This is an optimization exercise on Yosys and OpenROAD, whose aim is small area, a short achievable clock period and few clock cycles, not a production implementation.
Only simulation tests tie the RTL to the original design; equivalence was not proved.
No activity file was given, so power comes from the tool's default toggle rates.

==> design/flow/design.v <==
module qdpa (
    input  wire        clk,
    input  wire        rst_n,
    input  wire        host_we,
    input  wire [3:0]  host_addr,      
    input  wire [31:0] host_wdata,
    output reg  [31:0] host_rdata,
    output wire        busy,
    output wire        irq,
    output wire        mem_req,
    output wire [29:0] mem_addr,       
    input  wire        mem_ack,
    input  wire [31:0] mem_rdata,
    input  wire        mem_err
);
    localparam [31:0] ID_VAL  = 32'h51445041;
    localparam [31:0] VER_VAL = 32'h00010000;
    localparam [3:0] A_ID = 4'h0, A_VER = 4'h1, A_CTRL = 4'h2, A_STATUS = 4'h3,
                     A_CMD = 4'h4, A_N = 4'h5, A_WADDR = 4'h6, A_AADDR = 4'h7,
                     A_RESULT = 4'h8;
    localparam [3:0] E_NONE = 4'd0, E_ILLEGAL = 4'd1, E_BADLEN = 4'd2,
                     E_RANGE = 4'd3, E_BUS = 4'd4;
    localparam [1:0] M_PAIR2 = 2'd0, M_QUAD4 = 2'd1, M_SEQ = 2'd2;
    reg        ie;
    reg        st_busy, st_done, st_err, st_ign;
    reg [3:0]  st_code;
    reg [31:0] r_n, r_waddr, r_aaddr, r_result;
    assign busy = st_busy;
    assign irq  = ie & (st_done | st_err);
    always @(*) begin
        case (host_addr)
            A_ID:     host_rdata = ID_VAL;
            A_VER:    host_rdata = VER_VAL;
            A_CTRL:   host_rdata = {31'd0, ie};
            A_STATUS: host_rdata = {20'd0, st_code, 4'd0, st_ign, st_err, st_done, st_busy};
            A_N:      host_rdata = r_n;
            A_WADDR:  host_rdata = r_waddr;
            A_AADDR:  host_rdata = r_aaddr;
            A_RESULT: host_rdata = r_result;
            default:  host_rdata = 32'd0;
        endcase
    end
    wire [31:0] cmd   = host_wdata;
    wire [3:0]  c_op  = cmd[3:0];
    wire [1:0]  c_md  = cmd[5:4];
    wire        c_rsv = |cmd[15:6];
    wire        c_imm = |cmd[31:16];
    wire is_nop  = !c_rsv && c_op == 4'h0 && c_md == 2'd0 && !c_imm;
    wire is_dot  = !c_rsv && c_op == 4'h1 && c_md != 2'd3 && !c_imm;
    wire is_isum = !c_rsv && c_op == 4'h2 && c_md == 2'd0 && !c_imm;
    wire is_cvth = !c_rsv && c_op == 4'h3 && c_md == 2'd0;
    wire is_nibd = !c_rsv && c_op == 4'h4 && c_md == 2'd0 && cmd[31:24] == 8'd0;
    wire is_clr  = !c_rsv && c_op == 4'h5 && c_md == 2'd0 && !c_imm;
    wire [26:0] n_blocks  = r_n[31:5];
    wire        bad_len   = (r_n == 32'd0) || (r_n[4:0] != 5'd0);
    wire [36:0] w_end_dot = {5'd0, r_waddr} + 37'd18 * {10'd0, n_blocks};
    wire [36:0] a_end_dot = {5'd0, r_aaddr} + 37'd34 * {10'd0, n_blocks};
    wire [36:0] w_end_one = {5'd0, r_waddr} + 37'd18;
    wire [36:0] a_end_one = {5'd0, r_aaddr} + 37'd34;
    localparam [36:0] TOP = 37'h1_0000_0000;
    wire range_dot = (w_end_dot > TOP) || (a_end_dot > TOP);
    wire range_one = (w_end_one > TOP) || (a_end_one > TOP);
    wire [15:0] h   = cmd[31:16];
    reg  [31:0] cvth_val;
    reg  [3:0]  cv_p;
    wire [22:0] cv_sub = {h[9:0], 13'd0} << (4'd10 - cv_p);
    integer k;
    always @(*) begin
        cv_p = 4'd0;
        for (k = 0; k < 10; k = k + 1)
            if (h[k]) cv_p = k[3:0];
        if (h[14:10] == 5'd0 && h[9:0] == 10'd0)
            cvth_val = {h[15], 31'd0};
        else if (h[14:10] == 5'd0)
            cvth_val = {h[15], {4'd0, cv_p} + 8'd103, cv_sub};
        else if (h[14:10] != 5'd31)
            cvth_val = {h[15], {3'd0, h[14:10]} + 8'd112, h[9:0], 13'd0};
        else if (h[9:0] == 10'd0)
            cvth_val = {h[15], 8'hFF, 23'd0};
        else
            cvth_val = {h[15], 8'hFF, 1'b1, h[8:0], 13'd0};
    end
    wire [7:0]  nb_b     = cmd[23:16];
    wire [15:0] nib_lo   = {12'd0, nb_b[3:0]} - 16'd8;
    wire [15:0] nib_hi   = {12'd0, nb_b[7:4]} - 16'd8;
    wire cmd_wr = host_we && host_addr == A_CMD && !st_busy;
    wire go     = rst_n && cmd_wr &&
                  ((is_dot && !bad_len && !range_dot) || (is_isum && !range_one));
    reg        e_isum;
    reg [1:0]  e_mode;
    reg        f_run;           
    reg        f_ph;            
    reg [29:0] ptr_w, ptr_a;
    reg [5:0]  pos_w, pos_a;    
    reg [7:0]  l_w, l_a;        
    reg [26:0] f_rem;           
    reg [1:0]  f_k;             
    reg        f_b0;            
    reg        u_v, u_a;
    reg [5:0]  u_q;
    reg [31:0] u_d;
    reg [4:0]  u_tag;
    reg        u_b0;
    reg [15:0] qp0, qp1, qp2, qp3, qp4, qp5, qp6, qp7;
    reg [15:0] wcur, acur, pend_w, pend_a;
    reg        sc_pend;         
    reg signed [17:0] isum;
    reg        is_v;
    reg [4:0]  is_tag;
    reg [31:0] s0, s1, s2, s3;
    reg        q_act;
    reg [1:0]  q_step;
    reg [4:0]  q_tag;
    reg        p_v, p_fin;
    reg [1:0]  p_dst;
    reg [40:0] p_t;
    wire       f_ok     = f_ph ? !is_v : !sc_pend;
    assign     mem_req  = f_run && f_ok;
    assign     mem_addr = f_ph ? ptr_a : ptr_w;
    wire       ack      = mem_req && mem_ack;
    wire [5:0] f_pos    = f_ph ? pos_a : pos_w;
    wire       odd_o    = f_ph ? r_aaddr[0] : r_waddr[0];
    wire [7:0] f_l      = f_ph ? l_a : l_w;
    wire [31:0] unit_in = odd_o ? {mem_rdata[23:0], f_l} : mem_rdata;
    wire       f_last   = f_ph ? ($signed(f_pos) >= 6'sd15) : ($signed(f_pos) >= 6'sd7);
    wire [2:0] f_rs     = (f_rem[26:3] != 24'd0) ? 3'd7 : f_rem[2:0];
    function [5:0] pos0(input [1:0] o);
        pos0 = (o == 2'd0) ? 6'd0 : (o == 2'd3) ? 6'h3E : 6'h3F;
    endfunction
    wire signed [5:0] uq = u_q;
    wire [15:0] h0 = u_d[15:0];
    wire [15:0] h1 = u_d[31:16];
    wire w_u = u_v && !u_a;
    wire a_u = u_v && u_a;
    wire l0 = u_a ? (uq >= 6'sd1) : (uq >= 6'sd1 && uq <= 6'sd8);
    wire l1 = u_a ? (uq >= 6'sd0 && uq <= 6'sd15) : (uq >= 6'sd0 && uq <= 6'sd7);
    wire sh1 = u_v && (l0 ^ l1);
    wire sh2 = u_v && l0 && l1;
    wire [15:0] x1 = u_a ? qp0 : (l0 ? h0 : h1);
    wire [15:0] x2 = u_a ? qp1 : h1;
    wire [15:0] wt0 = qp0;
    wire [15:0] wt1 = l0 ? qp1 : qp0;
    wire        hi0 = uq >= 6'sd9;
    wire        hi1 = uq >= 6'sd8;
    wire [3:0]  n00 = hi0 ? wt0[7:4]  : wt0[3:0];
    wire [3:0]  n01 = hi0 ? wt0[15:12] : wt0[11:8];
    wire [3:0]  n10 = hi1 ? wt1[7:4]  : wt1[3:0];
    wire [3:0]  n11 = hi1 ? wt1[15:12] : wt1[11:8];
    wire signed [11:0] pr00 = $signed({~n00[3], n00[2:0]}) * $signed(h0[7:0]);
    wire signed [11:0] pr01 = $signed({~n01[3], n01[2:0]}) * $signed(h0[15:8]);
    wire signed [11:0] pr10 = $signed({~n10[3], n10[2:0]}) * $signed(h1[7:0]);
    wire signed [11:0] pr11 = $signed({~n11[3], n11[2:0]}) * $signed(h1[15:8]);
    wire signed [12:0] lane0 = l0 ? (pr00 + pr01) : 13'sd0;
    wire signed [12:0] lane1 = l1 ? (pr10 + pr11) : 13'sd0;
    wire signed [17:0] isum_base = (uq <= 6'sd1) ? 18'sd0 : isum;
    wire signed [17:0] isum_nx = isum_base + lane0 + lane1;
    wire        c_v;
    wire [31:0] c_val;
    wire [4:0]  c_tag;
    wire        sc_take, is_take, c_take;
    wire        fin_dot  = p_v && p_fin;
    wire        fin_isum = is_v && e_isum;
    wire        abort    = ack && mem_err;
    wire        clr      = !rst_n || go || abort || fin_dot || fin_isum;
    qdpa_contrib u_contrib (
        .clk(clk), .clr(clr),
        .sc_v(sc_pend), .hw(wcur), .ha(acur), .sc_take(sc_take),
        .is_v(is_v && !e_isum), .isum(isum), .is_tag(is_tag), .is_take(is_take),
        .c_take(c_take), .c_v(c_v), .c(c_val), .c_tag(c_tag)
    );
    wire [4:0] ev   = q_act ? q_tag : c_tag;
    wire [1:0] stp  = q_act ? q_step : 2'd0;
    wire [1:0] kmod = ev[4:3];
    wire [2:0] rs   = ev[2:0];
    wire [1:0] nbm  = r_n[6:5];
    wire       nbo  = r_n[5];
    wire single = (e_mode != M_SEQ) && rs == 3'd1 && nbo;
    wire inrem  = (rs <= {1'b0, nbm});
    wire qp0e   = inrem && nbm[1] && rs == {1'b0, nbm};
    wire qp1e   = inrem && nbm[1] && rs == {1'b0, nbm} - 3'd1 && !single;
    wire rfin   = rs == 3'd1;
    reg [2:0] o_a;      
    reg [1:0] o_b;      
    reg [1:0] o_d;
    reg       o_last, o_fin;
    always @(*) begin
        o_a = 3'd0; o_b = 2'd0; o_d = 2'd0; o_last = 1'b1; o_fin = 1'b0;
        if (e_mode == M_SEQ || single) begin
            o_fin = rfin;
        end else if (e_mode == M_PAIR2) begin
            if (kmod[0]) begin
                if (stp == 2'd0) begin
                    o_a = 3'd1; o_d = 2'd1; o_last = !(rs <= 3'd2);
                end else begin
                    o_b = 2'd1; o_fin = rfin;
                end
            end
        end else if (qp0e) begin
            o_a = 3'd4; o_d = 2'd1;
        end else if (qp1e) begin
            case (stp)
                2'd0: begin o_a = 3'd4; o_d = 2'd2; o_last = 1'b0; end
                2'd1: begin o_a = 3'd1; o_b = 2'd2; o_d = 2'd1; o_last = 1'b0; end
                default: begin o_b = 2'd1; o_fin = rfin; end
            endcase
        end else begin
            case (stp)
                2'd0: begin o_a = {1'b0, kmod}; o_d = kmod;
                            o_last = !(kmod == 2'd3 && rs <= 3'd4); end
                2'd1: begin o_b = 2'd1; o_last = 1'b0; end
                2'd2: begin o_a = 3'd2; o_b = 2'd3; o_d = 2'd2; o_last = 1'b0; end
                default: begin o_b = 2'd2; o_fin = rfin; end
            endcase
        end
    end
    reg [31:0] op_a, op_b;
    always @(*) begin
        case (o_a)
            3'd0: op_a = s0;
            3'd1: op_a = s1;
            3'd2: op_a = s2;
            3'd3: op_a = s3;
            default: op_a = 32'd0;
        endcase
        case (o_b)
            2'd0: op_b = c_val;
            2'd1: op_b = s1;
            2'd2: op_b = s2;
            default: op_b = s3;
        endcase
    end
    wire        issue = !p_v && (q_act || c_v);
    assign      c_take = issue && !q_act;
    wire [40:0] fa_t;
    wire [31:0] fa_r;
    qdpa_fadd_s1 u_fa1 (.a(op_a), .b(op_b), .t(fa_t));
    qdpa_fadd_s2 u_fa2 (.t(p_t), .r(fa_r));
    always @(posedge clk) begin
        u_v <= 1'b0;
        if (ack) begin
            u_v   <= 1'b1;
            u_a   <= f_ph;
            u_q   <= f_pos;
            u_d   <= unit_in;
            u_tag <= {f_k, f_rs};
            u_b0  <= f_b0;
            if (f_ph) begin
                ptr_a <= ptr_a + 30'd1;
                l_a   <= mem_rdata[31:24];
                if (f_last) begin
                    pos_a <= f_pos - 6'd15;
                    f_rem <= f_rem - 27'd1;
                    f_k   <= f_k + 2'd1;
                    f_ph  <= 1'b0;
                    f_b0  <= 1'b0;
                    if (f_rem == 27'd1) f_run <= 1'b0;
                end else begin
                    pos_a <= f_pos + 6'd2;
                end
            end else begin
                ptr_w <= ptr_w + 30'd1;
                l_w   <= mem_rdata[31:24];
                if (f_last) begin
                    pos_w <= f_pos - 6'd7;
                    f_ph  <= 1'b1;
                end else begin
                    pos_w <= f_pos + 6'd2;
                end
            end
        end
        if (sh1) begin
            qp0 <= qp1; qp1 <= qp2; qp2 <= qp3; qp3 <= qp4;
            qp4 <= qp5; qp5 <= qp6; qp6 <= qp7; qp7 <= x1;
        end else if (sh2) begin
            qp0 <= qp2; qp1 <= qp3; qp2 <= qp4; qp3 <= qp5;
            qp4 <= qp6; qp5 <= qp7; qp6 <= x1; qp7 <= x2;
        end
        if (w_u) begin
            if (uq == -6'sd1) wcur <= h1;
            if (uq == 6'sd0)  wcur <= h0;
            if (uq == 6'sd1 && !u_b0) wcur <= pend_w;
            if (uq == 6'sd8)  pend_w <= h1;
        end
        if (a_u) begin
            if (uq == -6'sd1) acur <= h1;
            if (uq == 6'sd0)  acur <= h0;
            if (uq == 6'sd1 && !u_b0) acur <= pend_a;
            if (uq == 6'sd16) pend_a <= h1;
            if (uq == -6'sd1 || uq == 6'sd0 || (uq == 6'sd1 && !u_b0)) sc_pend <= 1'b1;
            isum <= isum_nx;
            if (uq >= 6'sd15) begin
                is_v   <= 1'b1;
                is_tag <= u_tag;
            end
        end
        if (sc_take) sc_pend <= 1'b0;
        if (is_take) is_v <= 1'b0;
        if (p_v) begin
            case (p_dst)
                2'd0: s0 <= fa_r;
                2'd1: s1 <= fa_r;
                2'd2: s2 <= fa_r;
                default: s3 <= fa_r;
            endcase
        end
        p_v <= 1'b0;
        if (issue) begin
            p_v   <= 1'b1;
            p_t   <= fa_t;
            p_dst <= o_d;
            p_fin <= o_fin;
            if (!q_act) q_tag <= c_tag;
            q_act  <= !o_last;
            q_step <= stp + 2'd1;
        end
        if (clr) begin
            f_run   <= 1'b0;
            u_v     <= 1'b0;
            is_v    <= 1'b0;
            sc_pend <= 1'b0;
            q_act   <= 1'b0;
            p_v     <= 1'b0;
        end
        if (go) begin
            f_run  <= 1'b1;
            f_ph   <= 1'b0;
            ptr_w  <= r_waddr[31:2];
            ptr_a  <= r_aaddr[31:2];
            pos_w  <= pos0(r_waddr[1:0]);
            pos_a  <= pos0(r_aaddr[1:0]);
            f_rem  <= is_isum ? 27'd1 : n_blocks;
            f_k    <= 2'd0;
            f_b0   <= 1'b1;
            e_isum <= is_isum;
            e_mode <= is_isum ? M_SEQ : c_md;
            s0 <= 32'd0; s1 <= 32'd0; s2 <= 32'd0; s3 <= 32'd0;
        end
    end
    always @(posedge clk) begin
        if (!rst_n) begin
            ie       <= 1'b0;
            st_busy  <= 1'b0;
            st_done  <= 1'b0;
            st_err   <= 1'b0;
            st_ign   <= 1'b0;
            st_code  <= E_NONE;
            r_n      <= 32'd0;
            r_waddr  <= 32'd0;
            r_aaddr  <= 32'd0;
            r_result <= 32'd0;
        end else begin
            if (host_we) begin
                case (host_addr)
                    A_CTRL: ie <= host_wdata[0];
                    A_STATUS: begin
                        if (host_wdata[1]) st_done <= 1'b0;
                        if (host_wdata[2]) begin st_err <= 1'b0; st_code <= E_NONE; end
                        if (host_wdata[3]) st_ign <= 1'b0;
                    end
                    A_CMD, A_N, A_WADDR, A_AADDR: begin
                        if (st_busy) begin
                            st_ign <= 1'b1;
                        end else begin
                            case (host_addr)
                                A_N:     r_n     <= host_wdata;
                                A_WADDR: r_waddr <= host_wdata;
                                A_AADDR: r_aaddr <= host_wdata;
                                default: begin
                                    st_done <= 1'b0;
                                    st_err  <= 1'b0;
                                    st_code <= E_NONE;
                                    if (is_nop) begin
                                        st_done <= 1'b1;
                                    end else if (is_clr) begin
                                        st_ign   <= 1'b0;
                                        r_result <= 32'd0;
                                        st_done  <= 1'b1;
                                    end else if (is_cvth) begin
                                        r_result <= cvth_val;
                                        st_done  <= 1'b1;
                                    end else if (is_nibd) begin
                                        r_result <= {nib_hi, nib_lo};
                                        st_done  <= 1'b1;
                                    end else if (is_dot) begin
                                        if (bad_len) begin
                                            st_err <= 1'b1; st_code <= E_BADLEN;
                                        end else if (range_dot) begin
                                            st_err <= 1'b1; st_code <= E_RANGE;
                                        end else begin
                                            st_busy <= 1'b1;
                                        end
                                    end else if (is_isum) begin
                                        if (range_one) begin
                                            st_err <= 1'b1; st_code <= E_RANGE;
                                        end else begin
                                            st_busy <= 1'b1;
                                        end
                                    end else begin
                                        st_err <= 1'b1; st_code <= E_ILLEGAL;
                                    end
                                end
                            endcase
                        end
                    end
                    default: ;
                endcase
            end
            if (st_busy) begin
                if (abort) begin
                    st_busy <= 1'b0;
                    st_err  <= 1'b1;
                    st_code <= E_BUS;
                end else if (fin_isum) begin
                    st_busy  <= 1'b0;
                    st_done  <= 1'b1;
                    r_result <= {{14{isum[17]}}, isum};
                end else if (fin_dot) begin
                    st_busy  <= 1'b0;
                    st_done  <= 1'b1;
                    r_result <= fa_r;
                end
            end
        end
    end
endmodule
module qdpa_contrib (
    input  wire        clk,
    input  wire        clr,           
    input  wire        sc_v,          
    input  wire [15:0] hw,
    input  wire [15:0] ha,
    output wire        sc_take,
    input  wire        is_v,
    input  wire signed [17:0] isum,
    input  wire [4:0]  is_tag,
    output wire        is_take,
    input  wire        c_take,        
    output reg         c_v,
    output reg  [31:0] c,
    output reg  [4:0]  c_tag
);
    localparam [31:0] CANON_NAN = 32'h7FC00000;
    localparam [2:0] C_IDLE = 3'd0, C_S = 3'd1, C_SW = 3'd2, C_P = 3'd3,
                     C_N = 3'd4, C_O = 3'd5;
    reg [2:0]  st;
    reg [1:0]  cnt;
    reg [21:0] m;         
    reg [39:0] acc;
    reg [15:0] q;         
    reg [11:0] qa;        
    reg [7:0]  ex;
    reg        f_nan, f_inf, f_zero, f_ssa;   
    reg        p_sgn, p_izero;                
    reg [4:0]  tag;
    wire [4:0] ew = hw[14:10];
    wire [4:0] ea = ha[14:10];
    wire [9:0] mw = hw[9:0];
    wire [9:0] ma = ha[9:0];
    wire w_nan  = (ew == 5'd31) && (mw != 10'd0);
    wire a_nan  = (ea == 5'd31) && (ma != 10'd0);
    wire w_inf  = (ew == 5'd31) && (mw == 10'd0);
    wire a_inf  = (ea == 5'd31) && (ma == 10'd0);
    wire w_zero = (ew == 5'd0) && (mw == 10'd0);
    wire a_zero = (ea == 5'd0) && (ma == 10'd0);
    wire [4:0] xw = (ew == 5'd0) ? 5'd1 : ew;
    wire [4:0] xa = (ea == 5'd0) ? 5'd1 : ea;
    assign sc_take = (st == C_IDLE) && sc_v;
    assign is_take = (st == C_SW) && is_v;
    wire [3:0]  dig  = (st == C_S) ? qa[11:8] : q[15:12];
    wire [25:0] pm   = m * dig;
    wire [39:0] step = {acc[35:0], 4'd0} + {14'd0, pm};
    wire [17:0] mag = isum[17] ? -isum : isum;
    reg [1:0] lzn;
    always @(*) begin
        if (acc[39])      lzn = 2'd0;
        else if (acc[38]) lzn = 2'd1;
        else if (acc[37]) lzn = 2'd2;
        else              lzn = 2'd3;
    end
    wire [39:0] nrm   = acc << lzn;
    wire [7:0]  bexp  = ex - {6'd0, lzn};
    wire        guard = nrm[15];
    wire        stk   = |nrm[14:0];
    wire        rup   = guard & (stk | nrm[16]);
    wire [30:0] mag_r = {bexp, nrm[38:16]} + {30'd0, rup};
    wire        sgn   = p_sgn ^ f_ssa;
    reg [31:0] c_val;
    always @(*) begin
        if (f_nan)
            c_val = CANON_NAN;
        else if (f_inf)
            c_val = p_izero ? CANON_NAN : {sgn, 8'hFF, 23'd0};
        else if (f_zero || p_izero)
            c_val = {sgn, 31'd0};
        else
            c_val = {sgn, mag_r};
    end
    always @(posedge clk) begin
        if (clr) begin
            st  <= C_IDLE;
            c_v <= 1'b0;
        end else begin
            if (c_take) c_v <= 1'b0;
            case (st)
                C_IDLE: if (sc_v) begin
                    m     <= {11'd0, ew != 5'd0, mw};
                    qa    <= {1'b0, ea != 5'd0, ma};
                    acc   <= 40'd0;
                    cnt   <= 2'd0;
                    ex    <= 8'd116 + {3'd0, xw} + {3'd0, xa};
                    f_nan <= w_nan || a_nan || (w_inf && a_zero) || (a_inf && w_zero);
                    f_inf <= w_inf || a_inf;
                    f_zero <= w_zero || a_zero;
                    f_ssa <= hw[15] ^ ha[15];
                    st    <= C_S;
                end
                C_S: begin
                    acc <= step;
                    qa  <= {qa[7:0], 4'd0};
                    cnt <= cnt + 2'd1;
                    if (cnt == 2'd2) begin
                        m  <= step[21:0];
                        st <= C_SW;
                    end
                end
                C_SW: if (is_v) begin
                    q       <= mag[15:0];
                    p_sgn   <= isum[17];
                    p_izero <= (isum == 18'sd0);
                    tag     <= is_tag;
                    acc     <= 40'd0;
                    cnt     <= 2'd0;
                    st      <= C_P;
                end
                C_P: begin
                    acc <= step;
                    q   <= {q[11:0], 4'd0};
                    cnt <= cnt + 2'd1;
                    if (cnt == 2'd3) st <= C_N;
                end
                C_N: begin
                    if (f_nan || f_inf || f_zero || p_izero || acc[39:36] != 4'd0) begin
                        st <= C_O;
                    end else begin
                        acc <= {acc[35:0], 4'd0};
                        ex  <= ex - 8'd4;
                    end
                end
                default: begin  
                    if (!c_v || c_take) begin
                        c     <= c_val;
                        c_tag <= tag;
                        c_v   <= 1'b1;
                        st    <= C_IDLE;
                    end
                end
            endcase
        end
    end
endmodule
module qdpa_fadd_s1 (
    input  wire [31:0] a,
    input  wire [31:0] b,
    output wire [40:0] t       
);
    wire        sa = a[31];
    wire        sb = b[31];
    wire [7:0]  ea = a[30:23];
    wire [7:0]  eb = b[30:23];
    wire [22:0] fa = a[22:0];
    wire [22:0] fb = b[22:0];
    wire a_nan = (ea == 8'hFF) && (fa != 23'd0);
    wire b_nan = (eb == 8'hFF) && (fb != 23'd0);
    wire a_inf = (ea == 8'hFF) && (fa == 23'd0);
    wire b_inf = (eb == 8'hFF) && (fb == 23'd0);
    wire nan = a_nan || b_nan || (a_inf && b_inf && (sa != sb));
    wire inf = a_inf || b_inf;
    wire isg = a_inf ? sa : sb;
    wire [23:0] ma = {ea != 8'd0, fa};
    wire [23:0] mb = {eb != 8'd0, fb};
    wire [7:0]  xa = (ea == 8'd0) ? 8'd1 : ea;
    wire [7:0]  xb = (eb == 8'd0) ? 8'd1 : eb;
    wire        a_big = {xa, ma} >= {xb, mb};
    wire        s_big = a_big ? sa : sb;
    wire        s_sml = a_big ? sb : sa;
    wire [7:0]  x_big = a_big ? xa : xb;
    wire [7:0]  x_sml = a_big ? xb : xa;
    wire [23:0] m_big = a_big ? ma : mb;
    wire [23:0] m_sml = a_big ? mb : ma;
    wire [7:0]  d     = x_big - x_sml;
    wire [26:0] ext  = {m_sml, 3'b000};
    wire        far  = d >= 8'd27;
    wire [4:0]  d5   = d[4:0];
    wire [26:0] shr  = ext >> d5;
    wire [26:0] msk  = ~({27{1'b1}} << d5);
    wire        stk  = |(ext & msk);
    wire [26:0] sml_al = far ? {26'd0, |m_sml} : {shr[26:1], shr[0] | stk};
    wire [27:0] big_ext = {1'b0, m_big, 3'b000};
    wire [27:0] sml_ext = {1'b0, sml_al};
    wire [27:0] sum     = (s_big == s_sml) ? big_ext + sml_ext : big_ext - sml_ext;
    assign t = {nan, inf, isg, sa & sb, s_big, x_big, sum};
endmodule
module qdpa_fadd_s2 (
    input  wire [40:0] t,
    output reg  [31:0] r
);
    localparam [31:0] CANON_NAN = 32'h7FC00000;
    wire        nan   = t[40];
    wire        inf   = t[39];
    wire        isg   = t[38];
    wire        zsg   = t[37];
    wire        s_big = t[36];
    wire [7:0]  x_big = t[35:28];
    wire [27:0] sum   = t[27:0];
    reg [4:0]  lz;
    reg [26:0] nrm;
    reg [8:0]  xn;
    integer i;
    always @(*) begin
        lz = 5'd0;
        for (i = 0; i <= 26; i = i + 1)
            if (sum[i]) lz = 5'd26 - i[4:0];
        if (sum[27]) begin
            nrm = {sum[27:2], sum[1] | sum[0]};
            xn  = {1'b0, x_big} + 9'd1;
        end else if ({3'd0, lz} < x_big) begin
            nrm = sum[26:0] << lz;
            xn  = {1'b0, x_big} - {4'd0, lz};
        end else begin
            nrm = sum[26:0] << (x_big[4:0] - 5'd1);
            xn  = 9'd1;
        end
    end
    wire        rup   = nrm[2] & (nrm[1] | nrm[0] | nrm[3]);
    wire [24:0] mr    = {1'b0, nrm[26:3]} + {24'd0, rup};
    wire [23:0] mfin  = mr[24] ? mr[24:1] : mr[23:0];
    wire [8:0]  xfin  = mr[24] ? xn + 9'd1 : xn;
    wire [7:0]  efld  = mfin[23] ? xfin[7:0] : 8'd0;
    always @(*) begin
        if (nan)
            r = CANON_NAN;
        else if (inf)
            r = {isg, 8'hFF, 23'd0};
        else if (sum == 28'd0)
            r = {zsg, 31'd0};
        else if (xfin >= 9'd255)
            r = {s_big, 8'hFF, 23'd0};
        else
            r = {s_big, efld, mfin[22:0]};
    end
endmodule
==> design/flow/run.sh <==
#!/bin/bash
# synth_recipe.tcl (not shown) runs the flow's synth.tcl, then flattens the netlist and writes it again
# the make line also repeats each setting of config.mk as NAME=value (left out here)
make -C /OpenROAD-flow-scripts/flow DESIGN_CONFIG=/design/flow/config.mk WORK_HOME=/design/flow/orfs CLKGATE_MAP_FILE= SYNTH_SCRIPT=/design/flow/synth_recipe.tcl finish
==> design/flow/config.mk <==
export PLATFORM = sky130hd
export DESIGN_NAME = qdpa
export DESIGN_NICKNAME = qdpa
export VERILOG_FILES = /design/flow/design.v
export SDC_FILE = /design/flow/constraint.sdc
export NUM_CORES = 4
export LEC_CHECK = 0
export CAP_MARGIN = 20
export CORE_MARGIN = 2
export CORE_UTILIZATION = 30
export PLACE_DENSITY = 0.45
export SLEW_MARGIN = 20
==> design/flow/constraint.sdc <==
create_clock -name core_clock -period 18.0 [get_ports {clk}]
set_input_delay 3.6000 -clock core_clock [delete_from_list [all_inputs] [get_ports {clk}]]
set_output_delay 3.6000 -clock core_clock [all_outputs]
set_load 0.01 [all_outputs]
==> notes.md, run 1 <==
Overflow after GRT=0; WP data required=18.44 ns; Total Die Area=about 230000 um^2; Final Skew=~0.11 ns; first-pass GRT wire length=378000 um; Vias=~59000; Clock transition at path regs=0.06 ns; TNS Setup=0 ns; worst hold path type=reg2reg; DRC=0; LEAKAGE=30.4 nW; Via density=approximately 5.4; layout cells sized above 1=9.12%; Hold Path Depth=0; Async S/R FF share, synth=0%; Critical Path AT=13.78 ns; largest net degree at the start of global routing=94; worst vdd ir=between 0.07 and 0.08 mV; Syn. warnings=3; main combinational cell family by area after synthesis=simple AND/OR/NAND/NOR gates; fin crit share=about 74%; Final Wtd Congestion=just over 0.9; CTS Hold Bufs=0; Pwr Density=57.2 nW/um^2; Initial Utilization=30.2%; CTS resizes=0; Syn Area/Cell=8.74 um^2; Synth cell types=103; post-synthesis adder-cell area fraction=12.8%; Clock Sinks=856; IO Pins=138; switching portion of total power=24.0%; post-DP HPWL=192000 um; Slew Viols, Final=0; # H-tree levels=3; die height=482 um; area of the multi-input gates=42600 um^2; synthesized cell area=about 70000 um^2; Initial DRC Count=around 4900; CP max stage delay=0.78 ns; Slowest-stage cell, CP=dfxtp_1; register area share after synthesis=33.4%; Slew HR=21.3%; Avg WL per Cell=approximately 23 um; Post-CTS Setup Inserts=0; Synth Area in Compound Gates=approximately 18%; Synth Area in Simple Gates=18.5%; Hold Vio Cnt, Final=0; multiplexer share of the synthesized area=8.11%; CTS max path bufs=3; area grow syn2layout=12.0%; total power=about 4.4 mW; Pint=3.34 mW; crit path kind=reg2reg; syn nets=8507; EDFF count, synth=577; Worst Reg2Reg Path Length in Cells=50; Logic pwr share=3.9%; Max Freq=75.0 MHz; Period minus WS final=13.34 ns; CTS tree=built; clock latency on the worst-skew pair=0.78 ns; reg-to-reg setup timing slack=between 4 and 5 ns; register area=22900 um^2; RSZ-0062 raised after global routing=no; startpoint type of the worst setup path=flip-flop; initial antenna violation count=13; Max Cap Violations=0; net switching power=about 1.1 mW; Flop pwr share=between 40% and 50%; vias in the first global route=57300; Core Box Area=227000 um^2; Synth Instances=about 7900; Rows=175; post-route ant nets=0; port buffer count=approximately 140; CTS Buf Count=roughly 110; fin util=between 30% and 40%; final wirelength=255000 um; GR Util All Layers=a little over a fifth; CP Capture Type=flip-flop; Chip Width=just under 500 um; flops & latches, synth=856; status=complete, no violations; fillcell total=23600; clock power share=48.6%; Final setup viols=0; Max FO, Critical Path=47; Worst-Margin Slew=1.15 ns; post-synthesis xor/xnor area fraction=4.51%; Most Frequent Cell on Critical Path=a21oi_1; Main synth FF type=edfxtp_1; nets=8472; DRT Pass-1 Iters=8; clock root buffer master=clkbuf_16
## per-stage QoR
stage | hold slack, ns | instances | worst slack, ns | cell area [um^2]
after global placement | 0.401 | 10700 | 5.03 | 73400
after detailed placement | 0.405 | 10700 | 4.95 | 73400
final | 0.397 | 10900 | 4.66 | 76900
after CTS | 0.415 | 10900 | 4.82 | 76800
after global routing | 0.423 | 10900 | 3.65 | 76900
after floorplan | 0.400 | 7852 | 7.09 | 68700
## sequential cells by signal, indices dropped and copies added (netlist names), 18 cells and up
name	count
f_rem	27
isum	18
p_t	41
ptr_a	30
ptr_w	30
r_aaddr	32
r_n	32
r_result	32
r_waddr	32
s0	32
s1	32
s2	32
s3	32
u_contrib.acc	40
u_contrib.c	32
u_contrib.m	22
u_d	32
## synth_stat cells, types with 20 or more instances
cell	number	area share, %
a211oi_1	92	1.0
a21boi_0	36	0.39
a21o_1	85	0.93
a21oi_1	608	4.4
a221o_1	26	0.38
a221oi_1	23	0.29
a22o_1	37	0.47
a22oi_1	52	0.57
a31oi_1	52	0.47
and2_1	94	0.86
and3_1	69	0.63
and4_1	21	0.27
buf_1	37	0.20
buf_2	26	0.19
clkbuf_1	345	1.9
dfxtp_1	279	8.1
edfxtp_1	577	25
fa_1	198	5.8
ha_1	384	7.0
inv_1	472	2.6
mux2_2	274	4.5
mux2i_1	196	2.9
mux4_2	21	0.69
nand2_1	1107	6.1
nand2b_1	73	0.67
nand3_1	192	1.4
nand4_1	86	0.78
nor2_1	634	3.5
nor2b_1	101	0.92
nor3_1	153	1.1
nor3b_1	20	0.22
nor4_1	73	0.67
o211ai_1	58	0.63
o21a_1	95	1.0
o21ai_0	414	3.0
o21ai_1	20	0.15
o21bai_1	44	0.48
o221ai_1	40	0.51
o22ai_1	32	0.29
o31ai_1	45	0.49
or2_2	44	0.40
or3_1	41	0.37
or4_1	20	0.22
xnor2_1	217	2.8
xor2_1	127	1.6
## placed cells by master (no fill, tap or decap), types with 58 or more instances in the layout
cell and count:
o21a_1 94, nand3_1 191, fa_1 198, nor3_1 148
buf_4 131, mux2i_1 194, nand4_1 86, dfxtp_1 278
edfxtp_1 577, mux2_2 274, o21ai_0 413, nor2b_1 99
nor2_1 628, xor2_1 126, nand2_1 1106, nand2b_1 72
nor4_1 69, o211ai_1 58, xnor2_1 215, a211oi_1 91
ha_1 384, inv_1 470, a21o_1 85, and3_1 68
a21oi_1 608, clkdlybuf4s50_1 136, clkbuf_16 108, and2_1 93
## per-layer routing
metal | part of all wire (%) | GRT usage (%)
met5 | 0.0090 | 0
met3 | 5.1 | 2.57
met1 | 46 | 29.6
met2 | 46 | 34.5
met4 | 3.2 | 6.32
## kinds of logic (layout without fill, tap and decap cells)
kind of cell	after synthesis	after routing
other cells	0	1
mux	494	494
buf+inv	887	942
fa+ha+maj	582	582
flops	856	856
simple gates	2769	2769
compound gates	1917	1917
xor+xnor	347	347
## final cells by class
| type | count | area share (%) |
|---|---|---|
| antenna | 1 | 0.00325 |
| clock buffer | 144 | 3.84 |
| sequential | 856 | 29.8 |
| inverter | 475 | 2.32 |
| tap | 3009 | 4.90 |
| clock inverter | 53 | 0.644 |
| timing repair buffer | 270 | 3.13 |
| multi-input combinational | 6109 | 55.4 |
## critical path: cells and delay by family (launching register included)
family	cells	cell delay [ns]
AOI/OAI and AO/OA	29	6.10
and+or+nand+nor	9	2.55
buffers and inverters	5	1.56
adders and majority gates	5	1.47
DFF	1	0.78
muxes	2	0.52
## power by group through the flow
stage                     registers (mW)  logic [mW]  clock network, mW
after global routing                2.08       0.184               2.28
after CTS                           2.09       0.170               2.21
after global placement              2.13       0.169                  0
after floorplan                     2.12      0.0960                  0
after detailed placement            2.13       0.169                  0
final                               2.09       0.173               2.14
## path summary, 6_finish.rpt
kind | from | to
worst max-delay path | q_act | p_t[27]
worst min-delay path | u_contrib.tag[3] | u_contrib.c_tag[3]
worst min register to register | u_contrib.tag[3] | u_contrib.c_tag[3]
worst max register to register | q_act | p_t[27]
Testbench counts, summed over its fixed seeds: cycles 30,165.
==> run 2, diff against run 1 <==
--- a/design/flow/design.v
+++ b/design/flow/design.v
@@ -53,13 +53,10 @@
     wire is_clr  = !c_rsv && c_op == 4'h5 && c_md == 2'd0 && !c_imm;
     wire [26:0] n_blocks  = r_n[31:5];
     wire        bad_len   = (r_n == 32'd0) || (r_n[4:0] != 5'd0);
-    wire [36:0] w_end_dot = {5'd0, r_waddr} + 37'd18 * {10'd0, n_blocks};
-    wire [36:0] a_end_dot = {5'd0, r_aaddr} + 37'd34 * {10'd0, n_blocks};
-    wire [36:0] w_end_one = {5'd0, r_waddr} + 37'd18;
-    wire [36:0] a_end_one = {5'd0, r_aaddr} + 37'd34;
-    localparam [36:0] TOP = 37'h1_0000_0000;
-    wire range_dot = (w_end_dot > TOP) || (a_end_dot > TOP);
-    wire range_one = (w_end_one > TOP) || (a_end_one > TOP);
+    wire [34:0] w_rng = {3'd0, r_waddr} + {4'd0, n_blocks, 4'd0} + {7'd0, n_blocks, 1'b0} + 35'h2FFFFFFFF;
+    wire [34:0] a_rng = {3'd0, r_aaddr} + {3'd0, n_blocks, 5'd0} + {7'd0, n_blocks, 1'b0} + 35'h2FFFFFFFF;
+    wire range_dot = w_rng[34] || a_rng[34];
+    wire range_one = (r_waddr > 32'hFFFFFFEE) || (r_aaddr > 32'hFFFFFFDE);
     wire [15:0] h   = cmd[31:16];
     reg  [31:0] cvth_val;
     reg  [3:0]  cv_p;
@@ -111,9 +108,10 @@
     reg        q_act;
     reg [1:0]  q_step;
     reg [4:0]  q_tag;
-    reg        p_v, p_fin;
-    reg [1:0]  p_dst;
-    reg [40:0] p_t;
+    reg        p1_v, p1_fin, p2_v, p2_fin;
+    reg [1:0]  p1_dst, p2_dst;
+    reg [64:0] p1_t;
+    reg [41:0] p2_u;
     wire       f_ok     = f_ph ? !is_v : !sc_pend;
     assign     mem_req  = f_run && f_ok;
     assign     mem_addr = f_ph ? ptr_a : ptr_w;
@@ -122,8 +120,19 @@
     wire       odd_o    = f_ph ? r_aaddr[0] : r_waddr[0];
     wire [7:0] f_l      = f_ph ? l_a : l_w;
     wire [31:0] unit_in = odd_o ? {mem_rdata[23:0], f_l} : mem_rdata;
+    wire [29:0] addr_inc = mem_addr + 30'd1;
     wire       f_last   = f_ph ? ($signed(f_pos) >= 6'sd15) : ($signed(f_pos) >= 6'sd7);
     wire [2:0] f_rs     = (f_rem[26:3] != 24'd0) ? 3'd7 : f_rem[2:0];
+    reg  [26:0] f_rem_dec;
+    reg         f_bw;
+    integer j;
+    always @(*) begin
+        f_bw = 1'b1;
+        for (j = 0; j < 27; j = j + 1) begin
+            f_rem_dec[j] = f_rem[j] ^ f_bw;
+            f_bw = f_bw & ~f_rem[j];
+        end
+    end
     function [5:0] pos0(input [1:0] o);
         pos0 = (o == 2'd0) ? 6'd0 : (o == 2'd3) ? 6'h3E : 6'h3F;
     endfunction
@@ -146,22 +155,24 @@
     wire [3:0]  n01 = hi0 ? wt0[15:12] : wt0[11:8];
     wire [3:0]  n10 = hi1 ? wt1[7:4]  : wt1[3:0];
     wire [3:0]  n11 = hi1 ? wt1[15:12] : wt1[11:8];
-    wire signed [11:0] pr00 = $signed({~n00[3], n00[2:0]}) * $signed(h0[7:0]);
-    wire signed [11:0] pr01 = $signed({~n01[3], n01[2:0]}) * $signed(h0[15:8]);
-    wire signed [11:0] pr10 = $signed({~n10[3], n10[2:0]}) * $signed(h1[7:0]);
-    wire signed [11:0] pr11 = $signed({~n11[3], n11[2:0]}) * $signed(h1[15:8]);
-    wire signed [12:0] lane0 = l0 ? (pr00 + pr01) : 13'sd0;
-    wire signed [12:0] lane1 = l1 ? (pr10 + pr11) : 13'sd0;
+    wire signed [7:0] a00 = l0 ? h0[7:0]  : 8'd0;
+    wire signed [7:0] a01 = l0 ? h0[15:8] : 8'd0;
+    wire signed [7:0] a10 = l1 ? h1[7:0]  : 8'd0;
+    wire signed [7:0] a11 = l1 ? h1[15:8] : 8'd0;
+    wire signed [3:0] w00 = {~n00[3], n00[2:0]};
+    wire signed [3:0] w01 = {~n01[3], n01[2:0]};
+    wire signed [3:0] w10 = {~n10[3], n10[2:0]};
+    wire signed [3:0] w11 = {~n11[3], n11[2:0]};
     wire signed [17:0] isum_base = (uq <= 6'sd1) ? 18'sd0 : isum;
-    wire signed [17:0] isum_nx = isum_base + lane0 + lane1;
+    wire signed [17:0] isum_nx = isum_base + w00 * a00 + w01 * a01 + w10 * a10 + w11 * a11;
     wire        c_v;
     wire [31:0] c_val;
     wire [4:0]  c_tag;
     wire        sc_take, is_take, c_take;
-    wire        fin_dot  = p_v && p_fin;
+    wire        fin_dot  = p2_v && p2_fin;
     wire        fin_isum = is_v && e_isum;
     wire        abort    = ack && mem_err;
-    wire        clr      = !rst_n || go || abort || fin_dot || fin_isum;
+    wire        clr      = !rst_n || abort || fin_dot || fin_isum;
     qdpa_contrib u_contrib (
         .clk(clk), .clr(clr),
         .sc_v(sc_pend), .hw(wcur), .ha(acur), .sc_take(sc_take),
@@ -229,12 +240,14 @@
             default: op_b = s3;
         endcase
     end
-    wire        issue = !p_v && (q_act || c_v);
+    wire        issue = !p1_v && !p2_v && (q_act || c_v);
     assign      c_take = issue && !q_act;
-    wire [40:0] fa_t;
+    wire [64:0] fa_t;
+    wire [41:0] fa_u;
     wire [31:0] fa_r;
     qdpa_fadd_s1 u_fa1 (.a(op_a), .b(op_b), .t(fa_t));
-    qdpa_fadd_s2 u_fa2 (.t(p_t), .r(fa_r));
+    qdpa_fadd_s2 u_fa2 (.t(p1_t), .u(fa_u));
+    qdpa_fadd_s3 u_fa3 (.u(p2_u), .r(fa_r));
     always @(posedge clk) begin
         u_v <= 1'b0;
         if (ack) begin
@@ -245,11 +258,11 @@
             u_tag <= {f_k, f_rs};
             u_b0  <= f_b0;
             if (f_ph) begin
-                ptr_a <= ptr_a + 30'd1;
+                ptr_a <= addr_inc;
                 l_a   <= mem_rdata[31:24];
                 if (f_last) begin
                     pos_a <= f_pos - 6'd15;
-                    f_rem <= f_rem - 27'd1;
+                    f_rem <= f_rem_dec;
                     f_k   <= f_k + 2'd1;
                     f_ph  <= 1'b0;
                     f_b0  <= 1'b0;
@@ -258,7 +271,7 @@
                     pos_a <= f_pos + 6'd2;
                 end
             end else begin
-                ptr_w <= ptr_w + 30'd1;
+                ptr_w <= addr_inc;
                 l_w   <= mem_rdata[31:24];
                 if (f_last) begin
                     pos_w <= f_pos - 6'd7;
@@ -295,20 +308,24 @@
         end
         if (sc_take) sc_pend <= 1'b0;
         if (is_take) is_v <= 1'b0;
-        if (p_v) begin
-            case (p_dst)
+        if (p2_v) begin
+            case (p2_dst)
                 2'd0: s0 <= fa_r;
                 2'd1: s1 <= fa_r;
                 2'd2: s2 <= fa_r;
                 default: s3 <= fa_r;
             endcase
         end
-        p_v <= 1'b0;
+        p2_v   <= p1_v;
+        p2_u   <= fa_u;
+        p2_dst <= p1_dst;
+        p2_fin <= p1_fin;
+        p1_v   <= 1'b0;
         if (issue) begin
-            p_v   <= 1'b1;
-            p_t   <= fa_t;
-            p_dst <= o_d;
-            p_fin <= o_fin;
+            p1_v   <= 1'b1;
+            p1_t   <= fa_t;
+            p1_dst <= o_d;
+            p1_fin <= o_fin;
             if (!q_act) q_tag <= c_tag;
             q_act  <= !o_last;
             q_step <= stp + 2'd1;
@@ -319,20 +336,21 @@
             is_v    <= 1'b0;
             sc_pend <= 1'b0;
             q_act   <= 1'b0;
-            p_v     <= 1'b0;
+            p1_v    <= 1'b0;
+            p2_v    <= 1'b0;
         end
-        if (go) begin
-            f_run  <= 1'b1;
+        if (go) f_run <= 1'b1;
+        if (cmd_wr) begin
             f_ph   <= 1'b0;
             ptr_w  <= r_waddr[31:2];
             ptr_a  <= r_aaddr[31:2];
             pos_w  <= pos0(r_waddr[1:0]);
             pos_a  <= pos0(r_aaddr[1:0]);
-            f_rem  <= is_isum ? 27'd1 : n_blocks;
+            f_rem  <= (c_op[1]) ? 27'd1 : n_blocks;
             f_k    <= 2'd0;
             f_b0   <= 1'b1;
-            e_isum <= is_isum;
-            e_mode <= is_isum ? M_SEQ : c_md;
+            e_isum <= c_op[1];
+            e_mode <= c_op[1] ? M_SEQ : c_md;
             s0 <= 32'd0; s1 <= 32'd0; s2 <= 32'd0; s3 <= 32'd0;
         end
     end
@@ -426,7 +444,7 @@
 module qdpa_contrib (
     input  wire        clk,
     input  wire        clr,           
-    input  wire        sc_v,          
+    input  wire        sc_v,
     input  wire [15:0] hw,
     input  wire [15:0] ha,
     output wire        sc_take,
@@ -434,7 +452,7 @@
     input  wire signed [17:0] isum,
     input  wire [4:0]  is_tag,
     output wire        is_take,
-    input  wire        c_take,        
+    input  wire        c_take,
     output reg         c_v,
     output reg  [31:0] c,
     output reg  [4:0]  c_tag
@@ -445,12 +463,11 @@
     reg [2:0]  st;
     reg [1:0]  cnt;
     reg [21:0] m;         
-    reg [39:0] acc;
+    reg [37:0] acc;
     reg [15:0] q;         
-    reg [11:0] qa;        
     reg [7:0]  ex;
-    reg        f_nan, f_inf, f_zero, f_ssa;   
-    reg        p_sgn, p_izero;                
+    reg        f_nan, f_inf, f_zero, f_ssa;
+    reg        p_sgn, p_izero;
     reg [4:0]  tag;
     wire [4:0] ew = hw[14:10];
     wire [4:0] ea = ha[14:10];
@@ -464,25 +481,36 @@
     wire a_zero = (ea == 5'd0) && (ma == 10'd0);
     wire [4:0] xw = (ew == 5'd0) ? 5'd1 : ew;
     wire [4:0] xa = (ea == 5'd0) ? 5'd1 : ea;
+    wire [11:0] siga = {1'b0, ea != 5'd0, ma};
     assign sc_take = (st == C_IDLE) && sc_v;
     assign is_take = (st == C_SW) && is_v;
-    wire [3:0]  dig  = (st == C_S) ? qa[11:8] : q[15:12];
+    reg [3:0] dig;
+    always @(*) begin
+        if (st == C_S)
+            case (cnt)
+                2'd0: dig = siga[11:8];
+                2'd1: dig = siga[7:4];
+                default: dig = siga[3:0];
+            endcase
+        else
+            dig = q[15:12];
+    end
     wire [25:0] pm   = m * dig;
-    wire [39:0] step = {acc[35:0], 4'd0} + {14'd0, pm};
+    wire [37:0] step = {acc[33:0], 4'd0} + {12'd0, pm};
     wire [17:0] mag = isum[17] ? -isum : isum;
     reg [1:0] lzn;
     always @(*) begin
-        if (acc[39])      lzn = 2'd0;
-        else if (acc[38]) lzn = 2'd1;
-        else if (acc[37]) lzn = 2'd2;
+        if (acc[37])      lzn = 2'd0;
+        else if (acc[36]) lzn = 2'd1;
+        else if (acc[35]) lzn = 2'd2;
         else              lzn = 2'd3;
     end
-    wire [39:0] nrm   = acc << lzn;
+    wire [37:0] nrm   = acc << lzn;
     wire [7:0]  bexp  = ex - {6'd0, lzn};
-    wire        guard = nrm[15];
-    wire        stk   = |nrm[14:0];
-    wire        rup   = guard & (stk | nrm[16]);
-    wire [30:0] mag_r = {bexp, nrm[38:16]} + {30'd0, rup};
+    wire        guard = nrm[13];
+    wire        stk   = |nrm[12:0];
+    wire        rup   = guard & (stk | nrm[14]);
+    wire [30:0] mag_r = {bexp, nrm[36:14]} + {30'd0, rup};
     wire        sgn   = p_sgn ^ f_ssa;
     reg [31:0] c_val;
     always @(*) begin
@@ -503,20 +531,18 @@
             if (c_take) c_v <= 1'b0;
             case (st)
                 C_IDLE: if (sc_v) begin
-                    m     <= {11'd0, ew != 5'd0, mw};
-                    qa    <= {1'b0, ea != 5'd0, ma};
-                    acc   <= 40'd0;
-                    cnt   <= 2'd0;
-                    ex    <= 8'd116 + {3'd0, xw} + {3'd0, xa};
-                    f_nan <= w_nan || a_nan || (w_inf && a_zero) || (a_inf && w_zero);
-                    f_inf <= w_inf || a_inf;
+                    m      <= {11'd0, ew != 5'd0, mw};
+                    acc    <= 38'd0;
+                    cnt    <= 2'd0;
+                    ex     <= 8'd114 + {3'd0, xw} + {3'd0, xa};
+                    f_nan  <= w_nan || a_nan || (w_inf && a_zero) || (a_inf && w_zero);
+                    f_inf  <= w_inf || a_inf;
                     f_zero <= w_zero || a_zero;
-                    f_ssa <= hw[15] ^ ha[15];
-                    st    <= C_S;
+                    f_ssa  <= hw[15] ^ ha[15];
+                    st     <= C_S;
                 end
                 C_S: begin
                     acc <= step;
-                    qa  <= {qa[7:0], 4'd0};
                     cnt <= cnt + 2'd1;
                     if (cnt == 2'd2) begin
                         m  <= step[21:0];
@@ -528,7 +554,7 @@
                     p_sgn   <= isum[17];
                     p_izero <= (isum == 18'sd0);
                     tag     <= is_tag;
-                    acc     <= 40'd0;
+                    acc     <= 38'd0;
                     cnt     <= 2'd0;
                     st      <= C_P;
                 end
@@ -539,14 +565,14 @@
                     if (cnt == 2'd3) st <= C_N;
                 end
                 C_N: begin
-                    if (f_nan || f_inf || f_zero || p_izero || acc[39:36] != 4'd0) begin
+                    if (f_nan || f_inf || f_zero || p_izero || acc[37:34] != 4'd0) begin
                         st <= C_O;
                     end else begin
-                        acc <= {acc[35:0], 4'd0};
+                        acc <= {acc[33:0], 4'd0};
                         ex  <= ex - 8'd4;
                     end
                 end
-                default: begin  
+                default: begin
                     if (!c_v || c_take) begin
                         c     <= c_val;
                         c_tag <= tag;
@@ -561,7 +587,7 @@
 module qdpa_fadd_s1 (
     input  wire [31:0] a,
     input  wire [31:0] b,
-    output wire [40:0] t       
+    output wire [64:0] t
 );
     wire        sa = a[31];
     wire        sb = b[31];
@@ -569,25 +595,28 @@
     wire [7:0]  eb = b[30:23];
     wire [22:0] fa = a[22:0];
     wire [22:0] fb = b[22:0];
-    wire a_nan = (ea == 8'hFF) && (fa != 23'd0);
-    wire b_nan = (eb == 8'hFF) && (fb != 23'd0);
-    wire a_inf = (ea == 8'hFF) && (fa == 23'd0);
-    wire b_inf = (eb == 8'hFF) && (fb == 23'd0);
-    wire nan = a_nan || b_nan || (a_inf && b_inf && (sa != sb));
+    wire a_max = (ea == 8'hFF);
+    wire b_max = (eb == 8'hFF);
+    wire a_fz  = (fa == 23'd0);
+    wire b_fz  = (fb == 23'd0);
+    wire a_inf = a_max && a_fz;
+    wire b_inf = b_max && b_fz;
+    wire nan = (a_max && !a_fz) || (b_max && !b_fz) || (a_inf && b_inf && (sa != sb));
     wire inf = a_inf || b_inf;
     wire isg = a_inf ? sa : sb;
-    wire [23:0] ma = {ea != 8'd0, fa};
-    wire [23:0] mb = {eb != 8'd0, fb};
-    wire [7:0]  xa = (ea == 8'd0) ? 8'd1 : ea;
-    wire [7:0]  xb = (eb == 8'd0) ? 8'd1 : eb;
-    wire        a_big = {xa, ma} >= {xb, mb};
+    wire        ha = ea != 8'd0;
+    wire        hb = eb != 8'd0;
+    wire [7:0]  xa = {ea[7:1], ea[0] | !ha};
+    wire [7:0]  xb = {eb[7:1], eb[0] | !hb};
+    wire [8:0]  dab = {1'b0, xa} - {1'b0, xb};
+    wire [8:0]  dba = {1'b0, xb} - {1'b0, xa};
+    wire        a_big = {xa, ha, fa} >= {xb, hb, fb};
+    wire [7:0]  d     = a_big ? dab[7:0] : dba[7:0];
     wire        s_big = a_big ? sa : sb;
     wire        s_sml = a_big ? sb : sa;
     wire [7:0]  x_big = a_big ? xa : xb;
-    wire [7:0]  x_sml = a_big ? xb : xa;
-    wire [23:0] m_big = a_big ? ma : mb;
-    wire [23:0] m_sml = a_big ? mb : ma;
-    wire [7:0]  d     = x_big - x_sml;
+    wire [23:0] m_big = a_big ? {ha, fa} : {hb, fb};
+    wire [23:0] m_sml = a_big ? {hb, fb} : {ha, fa};
     wire [26:0] ext  = {m_sml, 3'b000};
     wire        far  = d >= 8'd27;
     wire [4:0]  d5   = d[4:0];
@@ -595,23 +624,19 @@
     wire [26:0] msk  = ~({27{1'b1}} << d5);
     wire        stk  = |(ext & msk);
     wire [26:0] sml_al = far ? {26'd0, |m_sml} : {shr[26:1], shr[0] | stk};
-    wire [27:0] big_ext = {1'b0, m_big, 3'b000};
-    wire [27:0] sml_ext = {1'b0, sml_al};
-    wire [27:0] sum     = (s_big == s_sml) ? big_ext + sml_ext : big_ext - sml_ext;
-    assign t = {nan, inf, isg, sa & sb, s_big, x_big, sum};
+    assign t = {nan, inf, isg, sa & sb, s_big, s_big != s_sml, x_big, m_big, sml_al};
 endmodule
 module qdpa_fadd_s2 (
-    input  wire [40:0] t,
-    output reg  [31:0] r
+    input  wire [64:0] t,
+    output wire [41:0] u
 );
-    localparam [31:0] CANON_NAN = 32'h7FC00000;
-    wire        nan   = t[40];
-    wire        inf   = t[39];
-    wire        isg   = t[38];
-    wire        zsg   = t[37];
-    wire        s_big = t[36];
-    wire [7:0]  x_big = t[35:28];
-    wire [27:0] sum   = t[27:0];
+    wire        sub    = t[59];
+    wire [7:0]  x_big  = t[58:51];
+    wire [23:0] m_big  = t[50:27];
+    wire [26:0] sml_al = t[26:0];
+    wire [27:0] big_ext = {1'b0, m_big, 3'b000};
+    wire [27:0] sml_ext = {1'b0, sml_al};
+    wire [27:0] sum     = sub ? big_ext - sml_ext : big_ext + sml_ext;
     reg [4:0]  lz;
     reg [26:0] nrm;
     reg [8:0]  xn;
@@ -631,6 +656,21 @@
             xn  = 9'd1;
         end
     end
+    assign u = {t[64:60], sum == 28'd0, xn, nrm};
+endmodule
+module qdpa_fadd_s3 (
+    input  wire [41:0] u,
+    output reg  [31:0] r
+);
+    localparam [31:0] CANON_NAN = 32'h7FC00000;
+    wire        nan   = u[41];
+    wire        inf   = u[40];
+    wire        isg   = u[39];
+    wire        zsg   = u[38];
+    wire        s_big = u[37];
+    wire        zero  = u[36];
+    wire [8:0]  xn    = u[35:27];
+    wire [26:0] nrm   = u[26:0];
     wire        rup   = nrm[2] & (nrm[1] | nrm[0] | nrm[3]);
     wire [24:0] mr    = {1'b0, nrm[26:3]} + {24'd0, rup};
     wire [23:0] mfin  = mr[24] ? mr[24:1] : mr[23:0];
@@ -641,7 +681,7 @@
             r = CANON_NAN;
         else if (inf)
             r = {isg, 8'hFF, 23'd0};
-        else if (sum == 28'd0)
+        else if (zero)
             r = {zsg, 31'd0};
         else if (xfin >= 9'd255)
             r = {s_big, 8'hFF, 23'd0};
==> run 2 against run 1 <==
  * Cell count decreased by 7.3%
  * Critical path type is now in2out
  * Critical path depth decreased by 44
  * Fmax up 26%
  * Non-clock buffer count shrank 18
  * Synthesized cell count down 8.5%
  * Largest power group is now registers
  * Clock-buffer cell count is 20 higher
  * Via count decreased by 11%
  * Core utilization up 0.24 points
  * Setup slack better by 2.7 ns
  * Sequential share of layout area increased by 2.8 points
  * Synthesized area is 4.1% lower
  * Still clean
  * Highest routed layer is now met4
  * Sequential cell count up 56
==> notes.md, run 2 <==
Initial DRC Count=4426 (was 4891); nets=7918 (was 8472); fin crit share=59.0% (was 74.1%); Main synth FF type=edfxtp_1 (unchanged); Syn Area/Cell=9.16 um^2 (was 8.74 um^2); most frequent cells in the layout=1001 x nand2_1, 630 x inv_1, 587 x edfxtp_1 (was 1106 x nand2_1, 628 x nor2_1, 608 x a21oi_1); port buffer count=137 (unchanged); IO Pins=138 (unchanged); Slew Viols, Final=0 (unchanged); WP data required=14.40 ns (was 18.44 ns); DRC=0 (unchanged); RSZ-0062 raised after global routing=no (unchanged); hold_ws=0.340 ns (was 0.397 ns); Worst-Margin Slew=1.14 ns (was 1.15 ns); Total Die Area=223000 um^2 (was 233000 um^2); Max FO, Critical Path=22 (was 47); most numerous cell in the Yosys netlist=nand2_1 (unchanged); Pint=3.83 mW (was 3.34 mW); Logic pwr share=12.3% (was 3.9%); Hold Vio Cnt, Final=0 (unchanged); clock power share=43.4% (was 48.6%); Max Cap Violations=0 (unchanged); status=complete, no violations (unchanged); first-pass GRT wire length=334000 um (was 378000 um); final worst slack=7.37 ns (was 4.66 ns); Via density=5.24 (was 5.44); CP Capture Type=output pin (was flip-flop); Chip Width=472 um (was 482 um); Core Box Area=218000 um^2 (was 227000 um^2); worst r2r src=q_act (unchanged); Clock transition at path regs=0.05 ns (was 0.06 ns); GR Util All Layers=19.5% (was 21.3%); Post-CTS Setup Inserts=0 (unchanged); Rows=171 (was 175); Overflow after GRT=0 (unchanged); net switching power=1.40 mW (was 1.05 mW); Final Skew=0.0459 ns (was 0.108 ns); Syn. warnings=4 (was 3); clock latency on the worst-skew pair=0.77 ns (was 0.78 ns); Final setup viols=0 (unchanged); Avg WL per Cell=22.1 um (was 23.3 um); # H-tree levels=3 (unchanged); Final Wtd Congestion=0.934 (was 0.931); Pwr Density=70.6 nW/um^2 (was 57.2 nW/um^2); Flop pwr share=44.3% (was 47.5%); switching portion of total power=26.8% (was 24.0%); Slowest-stage cell, CP=nor3_2 (was dfxtp_1); TNS Setup=0 ns (unchanged); final wirelength=223000 um (was 255000 um); Synth cell types=105 (was 103); Critical Path AT=7.03 ns (was 13.78 ns); CTS Hold Bufs=0 (unchanged); max reg flops=65 (was 41); post-route ant nets=0 (unchanged); syn nets=7932 (was 8507); Inst Count DP=9914 (was 10700); Synth Instances=7185 (was 7852); startpoint type of the worst setup path=input port (was flip-flop); worst min-delay path startpoint=p1_dst[1] (was u_contrib.tag[3]); initial antenna violation count=12 (was 13); largest net degree at the start of global routing=92 (was 94); Cell Count, Final, Fillers Out=10100 (was 10900); vias in the first global route=51500 (was 57300); CP cell instances=clkdlybuf4s50_1 > nor3_2 > and2_1 > a222oi_1 > o21ai_0 > clkdlybuf4s50_1; worst hold path type=reg2reg (unchanged); EDFF count, synth=587 (was 577); worst vdd ir=0.0739 mV (was 0.0778 mV); die height=472 um (was 482 um); Place WS=7.39 ns (was 4.95 ns); Async S/R FF share, synth=0% (unchanged); Yosys top cell by area=edfxtp_1 (unchanged); top cells by count, synth=1003 x nand2_1, 632 x inv_1, 587 x edfxtp_1, 587 x nor2_1, 549 x a21oi_1 (was 1107 x nand2_1, 634 x nor2_1, 608 x a21oi_1); Largest Register=p1_t (was p_t); layout cells sized above 1=8.19% (was 9.12%); Most Frequent Cell on Critical Path=clkdlybuf4s50_1 (was a21oi_1); Vias=53100 (was 59400); DRT Pass-1 Iters=9 (was 8); LEAKAGE=29.4 nW (was 30.4 nW); Clock Sinks=912 (was 856); Slew HR=24.2% (was 21.3%); CTS resizes=0 (unchanged); synthesized cell area=65800 um^2 (was 68700 um^2); clock root buffer master=clkbuf_16 (unchanged); CTS max path bufs=3 (unchanged); register area share after synthesis=36.7% (was 33.4%); commonest non-fill, non-tap cell in the layout=nand2_1 (unchanged); CP bufs+invs=2 (was 5); area grow syn2layout=12.6% (was 12.0%); Max Freq=94.1 MHz (was 75.0 MHz); CTS tree=built (unchanged); Period minus WS final=10.63 ns (was 13.34 ns); worst setup path startpoint=host_addr[2] (was q_act); flops & latches, synth=912 (was 856); Crit path max-delay family=simple AND/OR/NAND/NOR gates (was compound AO/OA/AOI/OAI gates); post-DP HPWL=167000 um (was 192000 um); CP max stage delay=0.85 ns (was 0.78 ns); crit path kind=in2out (was reg2reg); top cells by area, synth=edfxtp_1 27%, dfxtp_1 9.9%, fa_1 8.5% (was edfxtp_1 25%, dfxtp_1 8.1%, ha_1 7.0%); CTS Buf Count=109 (was 105); total power=5.23 mW (was 4.40 mW); Synth top area share=26.8% (was 25.2%); Initial Utilization=30.2% (about the same); fillcell total=22300 (was 23600); biggest regs=p1_t (65), p2_u (42), u_contrib.acc (38) (was p_t (41), u_contrib.acc (40))
[run 2: power groups by stage]
stage	combinational, mW	sequential (mW)	clock (mW)
after floorplan	0.444	2.34	0
after global placement	0.629	2.36	0
after detailed placement	0.633	2.36	0
after CTS	0.636	2.32	2.34
after global routing	0.705	2.32	2.40
final	0.643	2.32	2.27
[run 2: path summary, 6_finish.rpt]
path / slack (ns) / depth (start not counted) / endpoint
setup reg to reg: 8.39 / 31 / p1_t[0]
hold reg to reg: 0.34 / 0 / p2_dst[1]
setup / recovery: 7.37 / 6 / host_rdata[10]
hold / removal: 0.34 / 0 / p2_dst[1]
[run 2: final cells by class]
class                   instances  area, um^2  share of cell area [%]
multi-input cells            5261       38100                    51.4
flip-flops and latches        912       24100                    32.6
well taps                    2854        3570                    4.82
clock buffers                 164        3170                    4.28
inverters                     635        2390                    3.23
repair buffers                252        2250                    3.04
clock inverters                43         477                   0.644
diodes                          4        10.0                  0.0135
[run 2: routing by layer]
metal | vias up | global-route usage, % | part of all wire (%)
li1 | 25100 | - | -
met1 | 26300 | 27.2 | 46
met2 | 1467 | 31.4 | 46
met3 | 320 | 2.49 | 5.4
met4 | 0 | 5.87 | 2.9
met5 | - | 0 | 0
[run 2: stage by stage]
stage,cell area (um^2),util (%)
6_report,74100,34.0
4_1_cts,74100,34.0
2_1_floorplan,65800,-
3_3_place_gp,70400,32.3
3_5_place_dp,70400,32.4
5_1_grt,74100,34.0
[run 2: cell families (layout without fill, tap and decap cells)]
family / after synthesis / count (layout) / synth area share [%]
and+or+nand+nor: 2380 / 2380 / 16.3
buffers and inverters: 1012 / 1094 / 5.93
other: 0 / 4 / 0
AOI/OAI and AO/OA: 1519 / 1519 / 14.2
muxes: 492 / 492 / 8.22
DFF: 912 / 912 / 36.7
xor gates and xnor gates: 196 / 196 / 2.64
adders and majority gates: 674 / 674 / 16.0
Testbench counts of run 2, summed over its fixed seeds: cycles 30,345.

-- afterwards: timing with drivers on the ports --
How much do the figures lean on ideal ports? The routed layouts below were timed once more, with nothing changed but the port constraints.
Step 1 assumes that a clkbuf_16 drives the clock port and a buf_2 every other input.
Step 2 adds t to the input delays and takes it off the output delays; t is the mean of the earliest and latest rising clock arrival at the registers after step 1. Input paths then give back, and output paths get back, about the clock's delay inside the block.
a / b / c = no drivers / after step 1 / after step 2; a / b = the first two.
run	t (ns)	slack for setup (ns)	hold slack, ns	pins driven straight from the clock port
run 1	0.815	4.660 / 4.660 / 4.660	0.397 / 0.397 / 0.397	1
run 2	0.831	7.372 / 7.348 / 7.348	0.340 / 0.340 / 0.340	1
After both steps setup and hold are still met in every run listed. The setup slack of run 2, which loses most, moves by -0.024 ns with the drivers and by -0.024 ns with both steps.
